From an optimization exercise on the open Yosys and OpenROAD flow, aimed at small area, a short achievable clock period and few clock cycles per item; shortcuts taken in it are not production practice.
The RTL was checked by simulation tests, not by an equivalence proof against the original design.
Power and IR drop assume default switching activity.

==> 04-18 <==
## btc
module btc (
    input  wire        clk,
    input  wire        rst,         
    input  wire        in_valid,
    output wire        in_ready,
    input  wire [15:0] in_data,
    output wire        out_valid,
    input  wire        out_ready,
    output wire [15:0] out_data
);
Settings: LEC_CHECK=0, CAP_MARGIN=20, CORE_MARGIN=2, CORE_UTILIZATION=30, SLEW_MARGIN=20; clock period 12.5 ns.
standard.sh (not shown) runs the stock make flow with config.mk's settings and CLKGATE_MAP_FILE= SYNTH_SCRIPT=/design/flow/synth_recipe.tcl, a recipe that flattens the netlist after the stock synthesis.
==> flow/flow/run.sh <==
#!/bin/bash
set -euo pipefail
bash standard.sh \
  SETUP_SLACK_MARGIN=9 \
  "BUFFER_PORTS_ARGS=-buffer_cell sky130_fd_sc_hd__buf_4" \
  "CTS_ARGS=-sink_clustering_enable -repair_clock_nets -dont_use_dummy_load -sink_clustering_size 22 -sink_clustering_max_diameter 80" \
  finish > standard_flow.log 2>&1
==> inputs of 10-12, as changes to 04-18 <==
--- a/flow/design.v
+++ b/flow/design.v
@@ -38,24 +38,22 @@
     localparam [2:0] K_FREETB = 3'd5;   
     localparam [2:0] K_TBPOP  = 3'd6;   
     localparam [2:0] K_TBPEEK = 3'd7;   
     localparam DW = 12;                 
     localparam NQ = 2;                  
     reg [15:0] rbm [0:15];
-    reg  [3:0] rT;
     reg [15:0] tbm0 [0:15];
     reg [15:0] tbm1 [0:15];
     reg [15:0] tbm2 [0:15];
     reg [15:0] tbm3 [0:15];
     reg        rb_present, tb_present;
     reg  [4:0] rb_c, tb_c;              
     reg  [3:0] rb_h, rb_w, tb_h, tb_w;  
     reg  [4:0] rb_occ, tb_occ;          
     reg  [4:0] rb_pend, tb_pend;        
     reg  [4:0] rb_pf, tb_pf;            
-    reg  [4:0] rb_rl, tb_rl;            
     reg [15:0] f0, f1;
     reg        f0_z, f1_z;              
     reg        f0_hz, f1_hz;            
     reg  [1:0] fcnt;
     reg        in_ready_r;
     assign in_ready = in_ready_r;
@@ -125,13 +123,12 @@
     end
     wire        a_v    = qv[0];
     reg  [2:0] a_ph;                    
     reg  [1:0] a_lane;
     reg  [4:0] a_cnt;
     reg [15:0] a_rd;                    
-    reg [15:0] a_trd;                   
     reg  [3:0] a_lo;                    
     reg [15:0] o0, o1;
     reg  [1:0] ocnt;
     reg        ov;
     assign out_data  = o0;
     assign out_valid = ov;
@@ -170,26 +167,13 @@
     wire q_full = qv[QD-1];
     wire rbw_lo  = (pst == P_LO) & (cmd == C_RB_PUSH) & legal_hi & rb_present & ~rb_full;
     wire rbw_pay = (pst == P_PAY) & wb_on & (wb_left != 5'd0);
     wire e_rbw = rbw_lo | rbw_pay;
     wire e_tbw = (pst == P_PAY) & tp_on;
     wire rb_we = fv & e_rbw & rb_room;
-    reg [15:0] xd;
-    reg        xd_v;
-    reg  [1:0] xd_l;
-    reg  [3:0] xd_w;
-    wire [3:0]  tb_wt = tb_w - rT - 4'd1;       
-    wire        tb_al = ~(tb_wt[0] ^ pidx[0]);   
-    wire tb_ok  = tb_room & ~(xd_v & tb_al);
-    wire tb_go  = fv & e_tbw & tb_ok;            
-    wire tb_dir = tb_go & tb_al;                 
-    wire tb_toxd = tb_go & ~tb_al;               
-    wire        rw_en = tb_dir | xd_v;
-    wire [15:0] rw_d  = xd_v ? xd : x;
-    wire  [1:0] rw_l  = xd_v ? xd_l : pidx;
-    wire  [3:0] rw_p  = xd_v ? (xd_w - rT - 4'd1) : tb_wt;
+    wire tb_we = fv & e_tbw & tb_room;
     always @(*) begin
         e_enq  = 1'b0;
         e_kind = K_SIMPLE;
         e_val  = 5'd0;
         e_ptr  = {1'b0, S_OK};
         e_nq   = 1'b0;
@@ -274,13 +258,13 @@
             e_tb   = 1'b1;
             e_fr   = tr_ml;
         end
     end
     wire tr_last = (pst == P_PAY) & tr_on & (pidx == 2'd3);
     wire e_stall = (q_full & ((pst == P_LO) | tr_last)) | (nqv[NQ-1] & tr_last)
-                 | (e_rbw & ~rb_room) | (e_tbw & ~tb_ok);
+                 | (e_rbw & ~rb_room) | (e_tbw & ~tb_room);
     wire e_go = fv & ~e_stall;
     wire e_push = e_go & e_enq;
     wire [DW-1:0] e_desc = {e_ptr, e_val, e_kind};
     wire [24:0] e_cnt = {tr_ml, tb_np, tr_n};
     wire [4:0] an0 = a_n[4:0], an1 = a_n[9:5], an2 = a_n[14:10], an3 = a_n[19:15];
     wire [3:0] nz = {an3 != 5'd0, an2 != 5'd0, an1 != 5'd0, an0 != 5'd0};
@@ -320,16 +304,16 @@
     integer j;
     always @(*) begin
         rb_rd = 16'd0;
         tb_rd = 16'd0;
         for (j = 0; j < 16; j = j + 1) begin
             rb_rd = rb_rd | ({16{rb_sel[j]}} & rbm[j]);
-            tb_rd = tb_rd | ({16{a_lo[0] & a_trd[j]}} & tbm0[j])
-                          | ({16{a_lo[1] & a_trd[j]}} & tbm1[j])
-                          | ({16{a_lo[2] & a_trd[j]}} & tbm2[j])
-                          | ({16{a_lo[3] & a_trd[j]}} & tbm3[j]);
+            tb_rd = tb_rd | ({16{a_lo[0] & a_rd[j]}} & tbm0[j])
+                          | ({16{a_lo[1] & a_rd[j]}} & tbm1[j])
+                          | ({16{a_lo[2] & a_rd[j]}} & tbm2[j])
+                          | ({16{a_lo[3] & a_rd[j]}} & tbm3[j]);
         end
     end
     reg [15:0] g_word;
     reg        g_last;
     always @(*) begin
         g_word = 16'd0;
@@ -398,14 +382,12 @@
             rb_occ     <= 5'd0;
             tb_occ     <= 5'd0;
             rb_pend    <= 5'd0;
             tb_pend    <= 5'd0;
             rb_pf      <= 5'd0;
             tb_pf      <= 5'd0;
-            rb_rl      <= 5'd0;
-            tb_rl      <= 5'd0;
             rb_h       <= 4'd0;
             rb_w       <= 4'd0;
             tb_h       <= 4'd0;
             tb_w       <= 4'd0;
             qv         <= {(QD+1){1'b0}};
             a_ph       <= 3'd0;
@@ -519,16 +501,14 @@
                         end
                     end
                 endcase
             end
             rb_pf <= (e_push & ~e_tb) ? e_fr : 5'd0;
             tb_pf <= (e_push & e_tb) ? e_fr : 5'd0;
-            rb_rl <= (a_done & ~a_tb) ? a_fr : 5'd0;
-            tb_rl <= (a_done & a_tb) ? a_fr : 5'd0;
-            rb_pend <= rb_pend + rb_pf - rb_rl;
-            tb_pend <= tb_pend + tb_pf - tb_rl;
+            rb_pend <= rb_pend + rb_pf - ((a_done & ~a_tb) ? a_fr : 5'd0);
+            tb_pend <= tb_pend + tb_pf - ((a_done & a_tb) ? a_fr : 5'd0);
             qv <= qv_next;
             if (a_done)
                 a_ph <= 3'd0;
             else if (a_step) begin
                 case (a_ph)
                     3'd0: a_ph <= 3'd1;
@@ -604,43 +584,16 @@
                 nq[i] <= nq[(i < NQ-1) ? i+1 : i];
         end
     end
     always @(posedge clk) begin
         if (rb_we)
             rbm[rb_w] <= x;
-    end
-    wire [15:0] rw_oh = 16'd1 << rw_p;
-    always @(posedge clk) begin
-        if (rst)
-            xd_v <= 1'b0;
-        else
-            xd_v <= tb_toxd;
-        if (tb_toxd) begin
-            xd   <= x;
-            xd_l <= pidx;
-            xd_w <= tb_w;
-        end
-    end
-    always @(posedge clk) begin
-        for (j = 0; j < 16; j = j + 1) begin
-            if ((j % 2 == 0) && rw_en && rw_l == 2'd0 && rw_oh[j]) tbm0[j] <= rw_d;
-            else tbm0[j] <= tbm0[(j + 1) % 16];
-            if ((j % 2 == 1) && rw_en && rw_l == 2'd1 && rw_oh[j]) tbm1[j] <= rw_d;
-            else tbm1[j] <= tbm1[(j + 1) % 16];
-            if ((j % 2 == 0) && rw_en && rw_l == 2'd2 && rw_oh[j]) tbm2[j] <= rw_d;
-            else tbm2[j] <= tbm2[(j + 1) % 16];
-            if ((j % 2 == 1) && rw_en && rw_l == 2'd3 && rw_oh[j]) tbm3[j] <= rw_d;
-            else tbm3[j] <= tbm3[(j + 1) % 16];
+        if (tb_we) begin
+            case (pidx)
+                2'd0: tbm0[tb_w] <= x;
+                2'd1: tbm1[tb_w] <= x;
+                2'd2: tbm2[tb_w] <= x;
+                default: tbm3[tb_w] <= x;
+            endcase
         end
     end
-    wire [3:0]  trd_ld = a_ptr - rT - 4'd1;
-    always @(posedge clk) begin
-        if (rst)
-            rT <= 4'd0;
-        else
-            rT <= rT + 4'd1;
-        if (a_step && (a_ph == 3'd1 || (a_ph == 3'd4 && a_cnt == 5'd1)))
-            a_trd <= 16'd1 << trd_ld;
-        else if (!(a_step && a_ph == 3'd4))
-            a_trd <= {a_trd[0], a_trd[15:1]};
-    end
 endmodule
==> flow/flow/run.sh (replaced) <==
#!/bin/bash
set -euo pipefail
bash standard.sh \
  SETUP_SLACK_MARGIN=9 \
  "BUFFER_PORTS_ARGS=-buffer_cell sky130_fd_sc_hd__buf_4" \
  "CTS_ARGS=-sink_clustering_enable -repair_clock_nets -sink_clustering_size 24 -buf_list sky130_fd_sc_hd__clkbuf_8 -dont_use_dummy_load" \
  finish > standard_flow.log 2>&1
==> inputs of 10-03, as changes to 04-18 <==
--- a/flow/design.v
+++ b/flow/design.v
@@ -127,16 +127,16 @@
     reg  [2:0] a_ph;                    
     reg  [1:0] a_lane;
     reg  [4:0] a_cnt;
     reg [15:0] a_rd;                    
     reg [15:0] a_trd;                   
     reg  [3:0] a_lo;                    
-    reg [15:0] o0, o1;
+    reg [15:0] o0, o1, od;
     reg  [1:0] ocnt;
     reg        ov;
-    assign out_data  = o0;
+    assign out_data  = od;
     assign out_valid = ov;
     wire o_pop = ov & out_ready;
     wire adv = ~ocnt[1];                
     reg        e_enq;
     reg  [2:0] e_kind;
     reg  [4:0] e_val;
@@ -357,12 +357,13 @@
         endcase
     end
     wire a_step = a_v & adv;
     wire a_done = a_step & g_last;
     wire f_pop = e_go;
     wire [1:0] fcnt_next = fcnt + {1'b0, in_fire} - {1'b0, f_pop};
+    wire o0_ldg = (a_step & ~o_pop & (ocnt == 2'd0)) | (a_step & o_pop & (ocnt == 2'd1));
     wire [1:0] ocnt_next = ocnt + {1'b0, a_step} - {1'b0, o_pop};
     always @(posedge clk) begin
         if ((in_fire & ~f_pop & (fcnt == 2'd0)) | (in_fire & f_pop & (fcnt == 2'd1))) begin
             f0    <= in_data;
             f0_z  <= in_z;
             f0_hz <= in_hz;
@@ -373,16 +374,17 @@
         end
         if (in_fire & ((fcnt == 2'd1 & ~f_pop) | (fcnt == 2'd2))) begin
             f1    <= in_data;
             f1_z  <= in_z;
             f1_hz <= in_hz;
         end
-        if ((a_step & ~o_pop & (ocnt == 2'd0)) | (a_step & o_pop & (ocnt == 2'd1)))
+        if (o0_ldg)
             o0 <= g_word;
         else if (o_pop)
             o0 <= o1;
+        od <= (ocnt_next == 2'd0) ? 16'd0 : (o0_ldg ? g_word : (o_pop ? o1 : o0));
         if (a_step & ((ocnt == 2'd1 & ~o_pop) | (ocnt == 2'd2)))
             o1 <= g_word;
     end
     integer i;
     always @(posedge clk) begin
         if (rst) begin
==> inputs of 02-27, as changes to 04-18 <==
--- a/flow/design.v
+++ b/flow/design.v
@@ -38,24 +38,22 @@
     localparam [2:0] K_FREETB = 3'd5;   
     localparam [2:0] K_TBPOP  = 3'd6;   
     localparam [2:0] K_TBPEEK = 3'd7;   
     localparam DW = 12;                 
     localparam NQ = 2;                  
     reg [15:0] rbm [0:15];
-    reg  [3:0] rT;
     reg [15:0] tbm0 [0:15];
     reg [15:0] tbm1 [0:15];
     reg [15:0] tbm2 [0:15];
     reg [15:0] tbm3 [0:15];
     reg        rb_present, tb_present;
     reg  [4:0] rb_c, tb_c;              
     reg  [3:0] rb_h, rb_w, tb_h, tb_w;  
     reg  [4:0] rb_occ, tb_occ;          
     reg  [4:0] rb_pend, tb_pend;        
     reg  [4:0] rb_pf, tb_pf;            
-    reg  [4:0] rb_rl, tb_rl;            
     reg [15:0] f0, f1;
     reg        f0_z, f1_z;              
     reg        f0_hz, f1_hz;            
     reg  [1:0] fcnt;
     reg        in_ready_r;
     assign in_ready = in_ready_r;
@@ -125,13 +123,12 @@
     end
     wire        a_v    = qv[0];
     reg  [2:0] a_ph;                    
     reg  [1:0] a_lane;
     reg  [4:0] a_cnt;
     reg [15:0] a_rd;                    
-    reg [15:0] a_trd;                   
     reg  [3:0] a_lo;                    
     reg [15:0] o0, o1;
     reg  [1:0] ocnt;
     reg        ov;
     assign out_data  = o0;
     assign out_valid = ov;
@@ -170,26 +167,13 @@
     wire q_full = qv[QD-1];
     wire rbw_lo  = (pst == P_LO) & (cmd == C_RB_PUSH) & legal_hi & rb_present & ~rb_full;
     wire rbw_pay = (pst == P_PAY) & wb_on & (wb_left != 5'd0);
     wire e_rbw = rbw_lo | rbw_pay;
     wire e_tbw = (pst == P_PAY) & tp_on;
     wire rb_we = fv & e_rbw & rb_room;
-    reg [15:0] xd;
-    reg        xd_v;
-    reg  [1:0] xd_l;
-    reg  [3:0] xd_w;
-    wire [3:0]  tb_wt = tb_w - rT - 4'd1;       
-    wire        tb_al = ~(tb_wt[0] ^ pidx[0]);   
-    wire tb_ok  = tb_room & ~(xd_v & tb_al);
-    wire tb_go  = fv & e_tbw & tb_ok;            
-    wire tb_dir = tb_go & tb_al;                 
-    wire tb_toxd = tb_go & ~tb_al;               
-    wire        rw_en = tb_dir | xd_v;
-    wire [15:0] rw_d  = xd_v ? xd : x;
-    wire  [1:0] rw_l  = xd_v ? xd_l : pidx;
-    wire  [3:0] rw_p  = xd_v ? (xd_w - rT - 4'd1) : tb_wt;
+    wire tb_we = fv & e_tbw & tb_room;
     always @(*) begin
         e_enq  = 1'b0;
         e_kind = K_SIMPLE;
         e_val  = 5'd0;
         e_ptr  = {1'b0, S_OK};
         e_nq   = 1'b0;
@@ -272,15 +256,13 @@
             e_kind = K_TBRB;
             e_ptr  = tb_h;
             e_tb   = 1'b1;
             e_fr   = tr_ml;
         end
     end
-    wire tr_last = (pst == P_PAY) & tr_on & (pidx == 2'd3);
-    wire e_stall = (q_full & ((pst == P_LO) | tr_last)) | (nqv[NQ-1] & tr_last)
-                 | (e_rbw & ~rb_room) | (e_tbw & ~tb_ok);
+    wire e_stall = (e_enq & q_full) | (e_nq & nqv[NQ-1]) | (e_rbw & ~rb_room) | (e_tbw & ~tb_room);
     wire e_go = fv & ~e_stall;
     wire e_push = e_go & e_enq;
     wire [DW-1:0] e_desc = {e_ptr, e_val, e_kind};
     wire [24:0] e_cnt = {tr_ml, tb_np, tr_n};
     wire [4:0] an0 = a_n[4:0], an1 = a_n[9:5], an2 = a_n[14:10], an3 = a_n[19:15];
     wire [3:0] nz = {an3 != 5'd0, an2 != 5'd0, an1 != 5'd0, an0 != 5'd0};
@@ -320,16 +302,16 @@
     integer j;
     always @(*) begin
         rb_rd = 16'd0;
         tb_rd = 16'd0;
         for (j = 0; j < 16; j = j + 1) begin
             rb_rd = rb_rd | ({16{rb_sel[j]}} & rbm[j]);
-            tb_rd = tb_rd | ({16{a_lo[0] & a_trd[j]}} & tbm0[j])
-                          | ({16{a_lo[1] & a_trd[j]}} & tbm1[j])
-                          | ({16{a_lo[2] & a_trd[j]}} & tbm2[j])
-                          | ({16{a_lo[3] & a_trd[j]}} & tbm3[j]);
+            tb_rd = tb_rd | ({16{a_lo[0] & a_rd[j]}} & tbm0[j])
+                          | ({16{a_lo[1] & a_rd[j]}} & tbm1[j])
+                          | ({16{a_lo[2] & a_rd[j]}} & tbm2[j])
+                          | ({16{a_lo[3] & a_rd[j]}} & tbm3[j]);
         end
     end
     reg [15:0] g_word;
     reg        g_last;
     always @(*) begin
         g_word = 16'd0;
@@ -398,25 +380,23 @@
             rb_occ     <= 5'd0;
             tb_occ     <= 5'd0;
             rb_pend    <= 5'd0;
             tb_pend    <= 5'd0;
             rb_pf      <= 5'd0;
             tb_pf      <= 5'd0;
-            rb_rl      <= 5'd0;
-            tb_rl      <= 5'd0;
             rb_h       <= 4'd0;
             rb_w       <= 4'd0;
             tb_h       <= 4'd0;
             tb_w       <= 4'd0;
             qv         <= {(QD+1){1'b0}};
             a_ph       <= 3'd0;
             ov         <= 1'b0;
             ocnt       <= 2'd0;
         end else begin
             fcnt       <= fcnt_next;
-            in_ready_r <= ~(~f_pop & (fcnt[1] | (fcnt[0] & in_valid)));
+            in_ready_r <= (fcnt_next != 2'd2);
             ocnt <= ocnt_next;
             ov   <= (ocnt_next != 2'd0);
             tr_fin <= 1'b0;
             if (tr_fin) begin
                 tb_h   <= tb_h + tr_m[3:0];
                 tb_occ <= tb_occ - tr_m;
@@ -519,16 +499,14 @@
                         end
                     end
                 endcase
             end
             rb_pf <= (e_push & ~e_tb) ? e_fr : 5'd0;
             tb_pf <= (e_push & e_tb) ? e_fr : 5'd0;
-            rb_rl <= (a_done & ~a_tb) ? a_fr : 5'd0;
-            tb_rl <= (a_done & a_tb) ? a_fr : 5'd0;
-            rb_pend <= rb_pend + rb_pf - rb_rl;
-            tb_pend <= tb_pend + tb_pf - tb_rl;
+            rb_pend <= rb_pend + rb_pf - ((a_done & ~a_tb) ? a_fr : 5'd0);
+            tb_pend <= tb_pend + tb_pf - ((a_done & a_tb) ? a_fr : 5'd0);
             qv <= qv_next;
             if (a_done)
                 a_ph <= 3'd0;
             else if (a_step) begin
                 case (a_ph)
                     3'd0: a_ph <= 3'd1;
@@ -604,43 +582,16 @@
                 nq[i] <= nq[(i < NQ-1) ? i+1 : i];
         end
     end
     always @(posedge clk) begin
         if (rb_we)
             rbm[rb_w] <= x;
-    end
-    wire [15:0] rw_oh = 16'd1 << rw_p;
-    always @(posedge clk) begin
-        if (rst)
-            xd_v <= 1'b0;
-        else
-            xd_v <= tb_toxd;
-        if (tb_toxd) begin
-            xd   <= x;
-            xd_l <= pidx;
-            xd_w <= tb_w;
-        end
-    end
-    always @(posedge clk) begin
-        for (j = 0; j < 16; j = j + 1) begin
-            if ((j % 2 == 0) && rw_en && rw_l == 2'd0 && rw_oh[j]) tbm0[j] <= rw_d;
-            else tbm0[j] <= tbm0[(j + 1) % 16];
-            if ((j % 2 == 1) && rw_en && rw_l == 2'd1 && rw_oh[j]) tbm1[j] <= rw_d;
-            else tbm1[j] <= tbm1[(j + 1) % 16];
-            if ((j % 2 == 0) && rw_en && rw_l == 2'd2 && rw_oh[j]) tbm2[j] <= rw_d;
-            else tbm2[j] <= tbm2[(j + 1) % 16];
-            if ((j % 2 == 1) && rw_en && rw_l == 2'd3 && rw_oh[j]) tbm3[j] <= rw_d;
-            else tbm3[j] <= tbm3[(j + 1) % 16];
+        if (tb_we) begin
+            case (pidx)
+                2'd0: tbm0[tb_w] <= x;
+                2'd1: tbm1[tb_w] <= x;
+                2'd2: tbm2[tb_w] <= x;
+                default: tbm3[tb_w] <= x;
+            endcase
         end
     end
-    wire [3:0]  trd_ld = a_ptr - rT - 4'd1;
-    always @(posedge clk) begin
-        if (rst)
-            rT <= 4'd0;
-        else
-            rT <= rT + 4'd1;
-        if (a_step && (a_ph == 3'd1 || (a_ph == 3'd4 && a_cnt == 5'd1)))
-            a_trd <= 16'd1 << trd_ld;
-        else if (!(a_step && a_ph == 3'd4))
-            a_trd <= {a_trd[0], a_trd[15:1]};
-    end
 endmodule
==> flow/flow/run.sh (replaced) <==
#!/bin/bash
set -euo pipefail
bash standard.sh SETUP_SLACK_MARGIN=9 finish > standard_flow.log 2>&1
CORE_UTILIZATION = 50   (was 30)
==> notes <==
The lowest area after synthesis belongs to 04-18, the highest to 10-12.
First-iteration DRC count: 10-12 is larger than 04-18 (2.7%).
Between 02-27 and 04-18, the lower total power is in 04-18 (gap about 19%, measured against 04-18).
In 10-12 the cell area is larger than in 10-03, by about 10%.
Synthesized cell count: 10-03 is larger than 04-18 (about 2.3%).
The highest via count belongs to 10-03, the lowest to 02-27.
==> figures <==
quantity	10-03	04-18	02-27	10-12
Iteration-0 DRC count of the detailed router	6169	6289	7433	6459
Final clock period utilization by the worst path	0.307	0.318	0.321	0.327
Tapcells inserted	2838	2838	1768	2992
Count of clock-net buffers in the final layout	92	91	223	295
Portion of the post-synthesis area used by sequential elements	0.627	0.625	0.730	0.727
Avg Vias per Cell	5.54	5.58	6.71	5.74
Critical Path Max Stage Delay	470 ps	540 ps	510 ps	400 ps
Initial cell density of the core	0.301	0.301	0.504	0.301
Final routed wire length divided by cell count	24.4 um	25.3 um	34.0 um	31.2 um
Core region area	214000 um2	214000 um2	134000 um2	224000 um2
Number of standard cells in the final layout excluding fillers	8640	8489	6565	7788
Predominant post-synthesis flop cell	sky130_fd_sc_hd__dfxtp_1	sky130_fd_sc_hd__dfxtp_1	sky130_fd_sc_hd__edfxtp_1	sky130_fd_sc_hd__edfxtp_1
Post-synthesis area per instance	11.2 um2	11.4 um2	15.4 um2	15.5 um2
Run status	complete, no violations	complete, no violations	complete, no violations	complete, no violations
Testbench counts of 04-18, summed over its fixed seeds: cycles 13,462, items 3,281.
Testbench counts of 10-12, summed over its fixed seeds: cycles 13,448, items 3,281.
Testbench counts of 10-03, summed over its fixed seeds: cycles 13,462, items 3,281.
Testbench counts of 02-27, summed over its fixed seeds: cycles 13,444, items 3,281.

==> static timing again, ports no longer ideal <==
No port has a modelled driver above. Below, the same layouts with a new extraction and two added sets of constraints. Step 1 (the two cells are an assumption about what drives the block):
set clk [get_ports {clk}]
set_driving_cell -lib_cell sky130_fd_sc_hd__clkbuf_16 $clk
set_driving_cell -lib_cell sky130_fd_sc_hd__buf_2 [delete_from_list [all_inputs] $clk]
Step 2 adds t to the input delays and takes it off the output delays; t is the mean of the earliest and latest rising clock arrival at the registers after step 1. Input paths then give back, and output paths get back, about the clock's delay inside the block. a / b / c = ideal ports / drivers / drivers and shift; a / b = the first two.
run	t, ns	slack for setup (ns)	latest minus earliest clock arrival (ns)
04-18	0.820	8.531 / 8.445 / 7.989	0.122 / 0.123
10-12	1.089	8.410 / 8.332 / 7.898	0.085 / 0.085
10-03	0.796	8.659 / 8.568 / 8.074	0.108 / 0.107
02-27	0.887	8.494 / 8.412 / 7.962	0.034 / 0.033
After both steps setup and hold are still met in every run listed. For 10-03, which loses most, drivers alone change the setup slack by -0.091 ns; drivers and shift together by -0.585 ns.
